This design comes from an exercise in tuning for small area, a short achievable clock period and few clock cycles on the open sky130 flow, not from production work.
Only simulation tests tie the RTL to the original design; equivalence was not proved.
Power is estimated from default activity; no workload was simulated.

// ft300_stream
module ft300_stream (
    input  wire         clk,
    input  wire         rst,             
    input  wire         ev_valid,
    input  wire [10:0]  ev,              
    input  wire [31:0]  now,             
    output wire         ev_ready,
    output reg          meas_valid,
    output wire [107:0] meas_h,          
    output wire [383:0] meas_f,          
    output reg  [31:0]  meas_freq,       
    output reg          stop_valid,
    output wire [2:0]   st,
    output wire [1:0]   err,
    output wire [1:0]   err_detail,
    output wire         xport_held,
    output wire         zero_valid,
    output wire         cancel_pending,
    output wire [4:0]   clen,
    output wire [31:0]  count
);
Size: about 5500 cells after synthesis, ~620 I/O pins, ~47000 µm² of cells after synthesis.
==> flow/config.mk <==
export PLATFORM = sky130hd
export DESIGN_NAME = ft300_stream
export DESIGN_NICKNAME = ft300_stream
export VERILOG_FILES = /design/flow/design.v
export SDC_FILE = /design/flow/constraint.sdc
export NUM_CORES = 4
export LEC_CHECK = 0
export ABC_AREA = 1
export CAP_MARGIN = 20
export CORE_MARGIN = 2
export CORE_UTILIZATION = 55
export CTS_BUF_LIST = sky130_fd_sc_hd__clkbuf_4
export SLEW_MARGIN = 20
==> flow/constraint.sdc <==
create_clock -name core_clock -period 15.0 [get_ports {clk}]
set_input_delay 3.0000 -clock core_clock [delete_from_list [all_inputs] [get_ports {clk}]]
set_output_delay 3.0000 -clock core_clock [all_outputs]
set_load 0.01 [all_outputs]
standard.sh (not shown) runs the stock make flow with config.mk's settings and CLKGATE_MAP_FILE= SYNTH_SCRIPT=/design/flow/synth_recipe.tcl, a recipe that flattens the netlist after the stock synthesis.
==> flow/flow/run.sh <==
#!/bin/bash
# The standard layout (standard.sh: standard synthesis and ORFS flow),
# with two changes to how the layout is made:
#  - timing repair aims for 9.5 ns of setup slack at the design's clock, so
#    repair_timing keeps sizing and buffering paths the 15 ns clock alone
#    would leave as synthesized (SETUP_SLACK_MARGIN);
#  - ports are buffered with sky130_fd_sc_hd__buf_1 rather than the default
#    choice of buffer_ports (every port still gets its buffer).
# The clock, its period and the constraints are the design's (constraint.sdc).
set -euo pipefail
export SETUP_SLACK_MARGIN=9.5
export BUFFER_PORTS_ARGS="-buffer_cell sky130_fd_sc_hd__buf_1"
bash standard.sh > standard_flow.log 2>&1
The first run completed with no timing, DRC or antenna violations.
Testbench counts at the start, summed over its fixed seeds: cycles 17,529.
Rerun with:
--- a/flow/flow/run.sh
+++ b/flow/flow/run.sh
@@ -3,3 +3,3 @@
 # with two changes to how the layout is made:
-#  - timing repair aims for 9.5 ns of setup slack at the design's clock, so
+#  - timing repair aims for 10.25 ns of setup slack at the design's clock, so
 #    repair_timing keeps sizing and buffering paths the 15 ns clock alone
@@ -10,3 +10,3 @@
 set -euo pipefail
-export SETUP_SLACK_MARGIN=9.5
+export SETUP_SLACK_MARGIN=10.25
 export BUFFER_PORTS_ARGS="-buffer_cell sky130_fd_sc_hd__buf_1"
What happened: The new run produced a clean layout; first-iteration DRC count went down by a few percent; routed wire length came out higher by a few percent; via count went up slightly; total power grows slightly; non-clock buffer count rises by 45; global-route usage increases by 0.22 points; synthesized area is unchanged; clock power barely changes.


amber:
Starting RTL as in the previous note.
// ft300_stream
module ft300_stream (
    input  wire         clk,
    input  wire         rst,             
    input  wire         ev_valid,
    input  wire [10:0]  ev,              
    input  wire [31:0]  now,             
    output wire         ev_ready,
    output reg          meas_valid,
    output wire [107:0] meas_h,          
    output wire [383:0] meas_f,          
    output reg  [31:0]  meas_freq,       
    output reg          stop_valid,
    output wire [2:0]   st,
    output wire [1:0]   err,
    output wire [1:0]   err_detail,
    output wire         xport_held,
    output wire         zero_valid,
    output wire         cancel_pending,
    output wire [4:0]   clen,
    output wire [31:0]  count
);
Settings: LEC_CHECK=0, ABC_AREA=1, CAP_MARGIN=20, CORE_MARGIN=2, CORE_UTILIZATION=55, CTS_BUF_LIST=sky130_fd_sc_hd__clkbuf_4, SLEW_MARGIN=20; clock period 15.0 ns.
==> flow/flow/run.sh <==
#!/bin/bash
# The standard layout (standard.sh: standard synthesis and ORFS flow),
# with two changes to how the layout is made:
#  - timing repair aims for 9.0 ns of setup slack at the design's clock, so
#    repair_timing keeps sizing and buffering paths the 15 ns clock alone
#    would leave as synthesized (SETUP_SLACK_MARGIN);
#  - ports are buffered with sky130_fd_sc_hd__buf_1 rather than the default
#    choice of buffer_ports (every port still gets its buffer).
# The clock, its period and the constraints are the design's (constraint.sdc).
set -euo pipefail
export SETUP_SLACK_MARGIN=9.0
export BUFFER_PORTS_ARGS="-buffer_cell sky130_fd_sc_hd__buf_1"
bash standard.sh > standard_flow.log 2>&1
amber: PASS, flow complete, no timing, DRC or antenna violations
Testbench counts of amber, summed over its fixed seeds: cycles 17,529.
The inputs of quartz differ from those of amber as listed below.
==> flow/flow/run.sh <==
#!/bin/bash
# The standard layout (standard.sh: standard synthesis and ORFS flow),
# with two changes to how the layout is made:
#  - timing repair aims for 10.0 ns of setup slack at the design's clock, so
#    repair_timing keeps sizing and buffering paths the 15 ns clock alone
#    would leave as synthesized (SETUP_SLACK_MARGIN);
#  - ports are buffered with sky130_fd_sc_hd__buf_1 rather than the default
#    choice of buffer_ports (every port still gets its buffer).
# The clock, its period and the constraints are the design's (constraint.sdc).
set -euo pipefail
export SETUP_SLACK_MARGIN=10.0
export BUFFER_PORTS_ARGS="-buffer_cell sky130_fd_sc_hd__buf_1"
bash standard.sh > standard_flow.log 2>&1
==> comparison <==
Diff amber..quartz | clock buffer and inverter area fraction after layout | negligible. quartz vs amber, count of routing violations after the opening detailed-route iteration went up by about 2.6%. Of quartz and amber, amber shows the lower number of buffers inserted by post-CTS setup repair, with quartz above it. Routed wire in quartz totals more than in amber. Total power: quartz vs amber up 46 uW. amber reports its endpoint of the worst setup timing path as meas_freq[18]$_SDFF_PP1_ while quartz reports count[5]. amber has a lower area added between synthesis and finish than quartz. Any difference in synthesized cell count between quartz and amber is small enough to ignore. Diff amber -> quartz | top achievable clock speed | up by more than 10%. As of quartz, net switching power had risen slightly compared to amber.
> inputs changed (quartz -> juniper)
-- flow/config.mk --
<<< quartz, line 9
export CAP_MARGIN = 20
export CORE_MARGIN = 2
export CORE_UTILIZATION = 55
export CTS_BUF_LIST = sky130_fd_sc_hd__clkbuf_4
export SLEW_MARGIN = 20
>>> juniper, line 9
export CAP_MARGIN = 20
export CORE_MARGIN = 2
export CORE_UTILIZATION = 65
export CTS_BUF_LIST = sky130_fd_sc_hd__clkbuf_4
export SLEW_MARGIN = 20
Findings:
In the final reports, the cell area of juniper is smaller than that of quartz. The lower total of clock buffers placed in the layout of quartz and juniper is in juniper. Comparing quartz with juniper, the post-route minimum period came out essentially unchanged. Changes observed in juniper relative to quartz: overall power of the completed layout up 29 uW; source-to-sink clock delay at the later pin of the worst-skew pair lost 0.02 ns; horizontal extent of the die decreased by about 8% relative to the old numbers; worst setup slack level.
## Diff of input files: sierra against juniper
-- flow/config.mk --
<<< juniper, line 9
export CAP_MARGIN = 20
export CORE_MARGIN = 2
export CORE_UTILIZATION = 65
export CTS_BUF_LIST = sky130_fd_sc_hd__clkbuf_4
export SLEW_MARGIN = 20
>>> sierra, line 9
export CAP_MARGIN = 20
export CORE_MARGIN = 2
export CORE_UTILIZATION = 75
export CTS_BUF_LIST = sky130_fd_sc_hd__clkbuf_4
export SLEW_MARGIN = 20
### Flow results
Summary — overall global routing resource usage, sierra relative to juniper: higher, by 9.0 points.
sierra did not stop at any stage, and its layout met the timing, DRC and antenna checks.
In the flow results for juniper and sierra, the initial standard-cell utilization of the core is larger on sierra.
Where net switching power of the design is concerned, juniper is better than sierra.
Going from juniper to sierra, number of cells on the worst reg-to-reg path grew by more than 10%.
The setup slack of sierra is lower than that of juniper.

==> re-timing with driven ports <==
Ports are ideal in the flow. The routed layouts listed here were re-timed in OpenROAD.
Step 1 sets driving cells, clkbuf_16 on the clock port and buf_2 on the other inputs (assumed; they add their load-dependent delay and slew).
Step 2 adds t to the input delays and takes it off the output delays; t is the mean of the earliest and latest rising clock arrival at the registers after step 1. Input paths then give back, and output paths get back, about the clock's delay inside the block.
Slacks: ideal ports / drivers / drivers and shift; pairs: ideal ports / drivers.
run | t (ns) | setup slack, ns | hold WS [ns] | worst setup path at the end | clock arrival spread, ns
the first run of note 1 | 1.167 | 9.896 / 9.825 / 9.490 | 0.320 / 0.320 / 0.320 | input to register | 0.069 / 0.069
the second run of note 1 | 1.196 | 10.011 / 9.940 / 9.619 | 0.303 / 0.303 / 0.303 | input to register | 0.091 / 0.091
amber | 1.171 | 9.516 / 9.516 / 9.437 | 0.320 / 0.320 / 0.320 | input to register | 0.067 / 0.067
quartz | 1.180 | 10.022 / 9.948 / 9.490 | 0.319 / 0.319 / 0.319 | input to register | 0.076 / 0.076
juniper | 1.145 | 10.025 / 9.958 / 9.598 | 0.294 / 0.294 / 0.294 | input to register | 0.085 / 0.085
sierra | 1.155 | 9.985 / 9.925 / 9.677 | 0.262 / 0.262 / 0.262 | input to register | 0.106 / 0.106
After both steps every run listed still meets setup and hold. For quartz, which loses most, drivers alone change the setup slack by -0.074 ns; drivers and shift together by -0.532 ns.
